Source: an optimization exercise on an open RTL-to-GDS flow (aim: small area, a short achievable clock period and few clock cycles). Production flows keep margins and buffers that such runs may drop.
Only simulation tests tie the RTL to the original design; equivalence was not proved.
Power figures rest on the tool's default switching activity, not on a simulated workload.

## level_lut_remapper
module level_lut_remapper (
    input  wire        clk,
    input  wire        rst,
    input  wire        cmd_valid,
    output wire        cmd_ready,
    input  wire [63:0] cmd_data,
    output reg         rsp_valid,
    output wire [63:0] rsp_data,
    output reg         mem_valid,
    output reg         mem_we,
    output wire [31:0] mem_addr,
    output reg  [3:0]  mem_wstrb,
    output reg  [31:0] mem_wdata,
    input  wire        mem_ready,
    input  wire [31:0] mem_rdata
);
clock: 12.0 ns
lec_check: 0
cap_margin: 20
core_margin: 2
core_utilization: 40
place_density: 0.55
slew_margin: 20
run.sh (not shown) runs the stock make flow with config.mk's settings and CLKGATE_MAP_FILE= SYNTH_SCRIPT=/design/flow/synth_recipe.tcl, a recipe that flattens the netlist after the stock synthesis.
The baseline completed without violations.
Testbench counts at the start, summed over its fixed seeds: cycles 23,821.
Change:
--- a/flow/design.v
+++ b/flow/design.v
@@ -248,25 +248,25 @@
     reg  [9:0]  thold;                
     reg  [19:0] q0, q1, q2;           
     reg         q0v, q1v, q2v;
     reg  [1:0]  q0t, q1t, q2t;        
     reg  [15:0] sa;                   
     reg         sav;
     reg  [1:0]  sat;
     reg         sa_below, sa_ramp;
     reg  [16:0] sb;                   
     reg         sbv;
     reg  [1:0]  sbt;
     reg         sb_below, sb_ramp;
-    reg  [15:0] sc;                   
+    reg  [7:0]  sc;                   
     reg         scv;
     reg  [1:0]  sct;
     reg         sc_below, sc_ramp;
     reg  [23:0] pk;                   
     reg  [1:0]  pos;
     reg         wr_eor, wr_eof;
     wire [29:0] acur = mem_we ? dp : sp;    
     wire [29:0] ainc = acur + 30'd1;        
     assign mem_addr = {acur, 2'b00};
     wire adv     = !mem_valid || mem_ready;
     wire rd_fire = mem_valid && !mem_we && mem_ready;
     wire wr_fire = mem_valid && mem_we && mem_ready;
@@ -306,30 +306,32 @@
     wire [7:0]  idx  = sgn ? idx_sg : s0[15:8];
     wire [8:0]  kx   = {1'b0, idx} - {1'b0, lo_in};
     wire        below0 = kx[8];
     wire        ramp0  = (idx < hi_in);
     wire [9:0]  ch_in = up_swap ? q0[19:10] : q0[9:0];
     wire [9:0]  lu_in = up_swap ? q0[9:0]   : q0[19:10];
     wire [15:0] ct    = ({6'd0, ch_in} + up_off) & up_cm;
     wire [15:0] lt    = ({6'd0, lu_in} + up_off) & up_lm;
     wire [15:0] lts   = lt << up_sh;
     wire [15:0] comb  = ct | lts;
     wire [24:0] plo   = sa[7:0] * dm[15:0] + {17'd0, sa[7:0]};
     wire [24:0] phi   = sb[7:0] * dm[31:16] + {16'd0, sb[16:8]};
-    wire [7:0]  tq    = sc[7:0];
+    wire [7:0]  tq    = sc;
     wire [7:0]  rampv = neg ? (lo_out - tq) : (lo_out + tq);
     wire [7:0]  lvb   = sc_below ? lo_out : (sc_ramp ? rampv : hi_out);
-    wire [15:0] od    = m_lv ? {8'd0, lvb} : sc;
+    wire        pv    = m_lv ? scv : sav;
+    wire [1:0]  pt    = m_lv ? sct : sat;
+    wire [15:0] od    = m_lv ? {8'd0, lvb} : sa;
     wire [2:0]  pos_end  = {1'b0, pos} + (m_lv ? 3'd1 : 3'd2);
-    wire        complete = scv && (pos_end[2] || sct[0]);
+    wire        complete = pv && (pos_end[2] || pt[0]);
     wire [7:0]  pb0 = (pos == 2'd0) ? od[7:0] : pk[7:0];
     wire [7:0]  pb1 = (pos == 2'd1) ? od[7:0] : ((pos == 2'd0 && !m_lv) ? od[15:8] : pk[15:8]);
     wire [7:0]  pb2 = (pos == 2'd2) ? od[7:0] : pk[23:16];
     wire [7:0]  pb3 = (pos == 2'd3) ? od[7:0] : od[15:8];
     wire [3:0]  pstrb = pos_end[2] ? 4'b1111 :
                         (pos_end[1:0] == 2'd1) ? 4'b0001 :
                         (pos_end[1:0] == 2'd2) ? 4'b0011 : 4'b0111;
     wire        rd_next = !complete && !rd_done_n && room && !(m_lv && dbusy);
     wire [33:0] s_add  = (dbl_r ? {1'b0, srow, 1'b0} : {2'b0, srow}) + {2'b0, os_r} + {33'd0, cin_r};
     wire [33:0] d_add  = (dbl_r ? {1'b0, drow, 1'b0} : {2'b0, drow}) + {2'b0, od_r} + {33'd0, cin_r};
     wire [4:0]  hnext  = hidx - 5'd1;
     always @(posedge clk) begin
@@ -432,25 +434,25 @@
                         sa_below <= below0;
                         sa_ramp  <= ramp0;
                         st       <= S_LUT1;
                     end
                 end
                 S_LUT1: begin
                     sb       <= {plo[24:16], sa[7:0]};
                     sb_below <= sa_below;
                     sb_ramp  <= sa_ramp;
                     st       <= S_LUT2;
                 end
                 S_LUT2: begin
-                    sc       <= {8'd0, phi[15:8]};
+                    sc       <= phi[15:8];
                     sc_below <= sb_below;
                     sc_ramp  <= sb_ramp;
                     st       <= S_LUT3;
                 end
                 S_LUT3: begin
                     rsp_valid <= 1'b1;
                     mem_wdata <= {24'd0, lvb};
                     idle      <= 1'b1;
                 end
                 S_VA: begin
                     rsp_st <= 2'd1;
                     if (e4 || e5 || e6) begin
@@ -605,38 +607,38 @@
                             q0v <= (npush != 2'd0);
                             q1  <= it1; q1t <= wtag;
                             q1v <= (npush == 2'd2);
                             q2v <= 1'b0;
                         end
                         sav      <= q0v;
                         sat      <= q0t;
                         sa       <= m_lv ? {8'd0, kx[7:0]} : comb;
                         sa_below <= below0;
                         sa_ramp  <= ramp0;
                         sbv      <= sav;
                         sbt      <= sat;
-                        sb       <= m_lv ? {plo[24:16], sa[7:0]} : {1'b0, sa};
+                        sb       <= {plo[24:16], sa[7:0]};
                         sb_below <= sa_below;
                         sb_ramp  <= sa_ramp;
                         scv      <= sbv;
                         sct      <= sbt;
-                        sc       <= m_lv ? {8'd0, phi[15:8]} : sb[15:0];
+                        sc       <= phi[15:8];
                         sc_below <= sb_below;
                         sc_ramp  <= sb_ramp;
-                        if (scv) begin
+                        if (pv) begin
                             if (complete) begin
                                 mem_wdata <= {pb3, pb2, pb1, pb0};
                                 mem_wstrb <= pstrb;
-                                wr_eor    <= sct[0];
-                                wr_eof    <= sct[1];
+                                wr_eor    <= pt[0];
+                                wr_eof    <= pt[1];
                                 pos       <= 2'd0;
                             end else begin
                                 pk  <= {pb2, pb1, pb0};
                                 pos <= pos_end[1:0];
                             end
                         end
                         if (wr_fire) begin
                             if (wr_eor) begin
                                 drow <= d_add[31:0];
                                 dp   <= d_add[31:2];
                             end else
                                 dp <= ainc;
What happened: Clock power goes up slightly; worst hold slack barely changes; final cell count goes down slightly; combinational power goes down by a few percent; first-iteration DRC count goes down by a few percent; via count goes down slightly; core utilization goes up by 0.12 points; count of clock-buffer cells in the layout goes up by 10; critical path depth goes down by 1; sequential share of layout area stays flat; sequential power stays flat; worst setup slack gains 510 ps; final area goes down slightly; wire length goes down slightly.
Testbench counts after the change, summed over its fixed seeds: cycles 23,688.

## re-timing with driven ports
Ports are ideal in the flow. The routed layouts listed here were re-timed in OpenROAD.
Step 1 (the two cells are an assumption about what drives the block):
set clk [get_ports {clk}]
set_driving_cell -lib_cell sky130_fd_sc_hd__clkbuf_16 $clk
set_driving_cell -lib_cell sky130_fd_sc_hd__buf_2 [delete_from_list [all_inputs] $clk]
Step 2 times the ports against the registers' clock, not the clock port: input delays grow and output delays shrink by t, the midpoint of the rising clock arrivals with the driver on.
a / b / c = ideal ports / drivers / drivers and shift; a / b = the first two.
| run | shift t [ns] | setup slack, ns | clock arrival spread, ns | slew at the worst register clock pin (ns) | cell pins on the clock port's net |
|---|---|---|---|---|---|
| the first run | 0.906 | 5.500 / 5.500 / 4.964 | 0.044 / 0.044 | 0.07 / 0.07 | 1 |
| the second run | 0.899 | 6.008 / 6.008 / 5.231 | 0.041 / 0.041 | 0.07 / 0.07 | 1 |
After both steps every run listed still meets setup and hold. The setup slack of the second run, which loses most, moves by 0.000 ns with the drivers and by -0.777 ns with both steps.
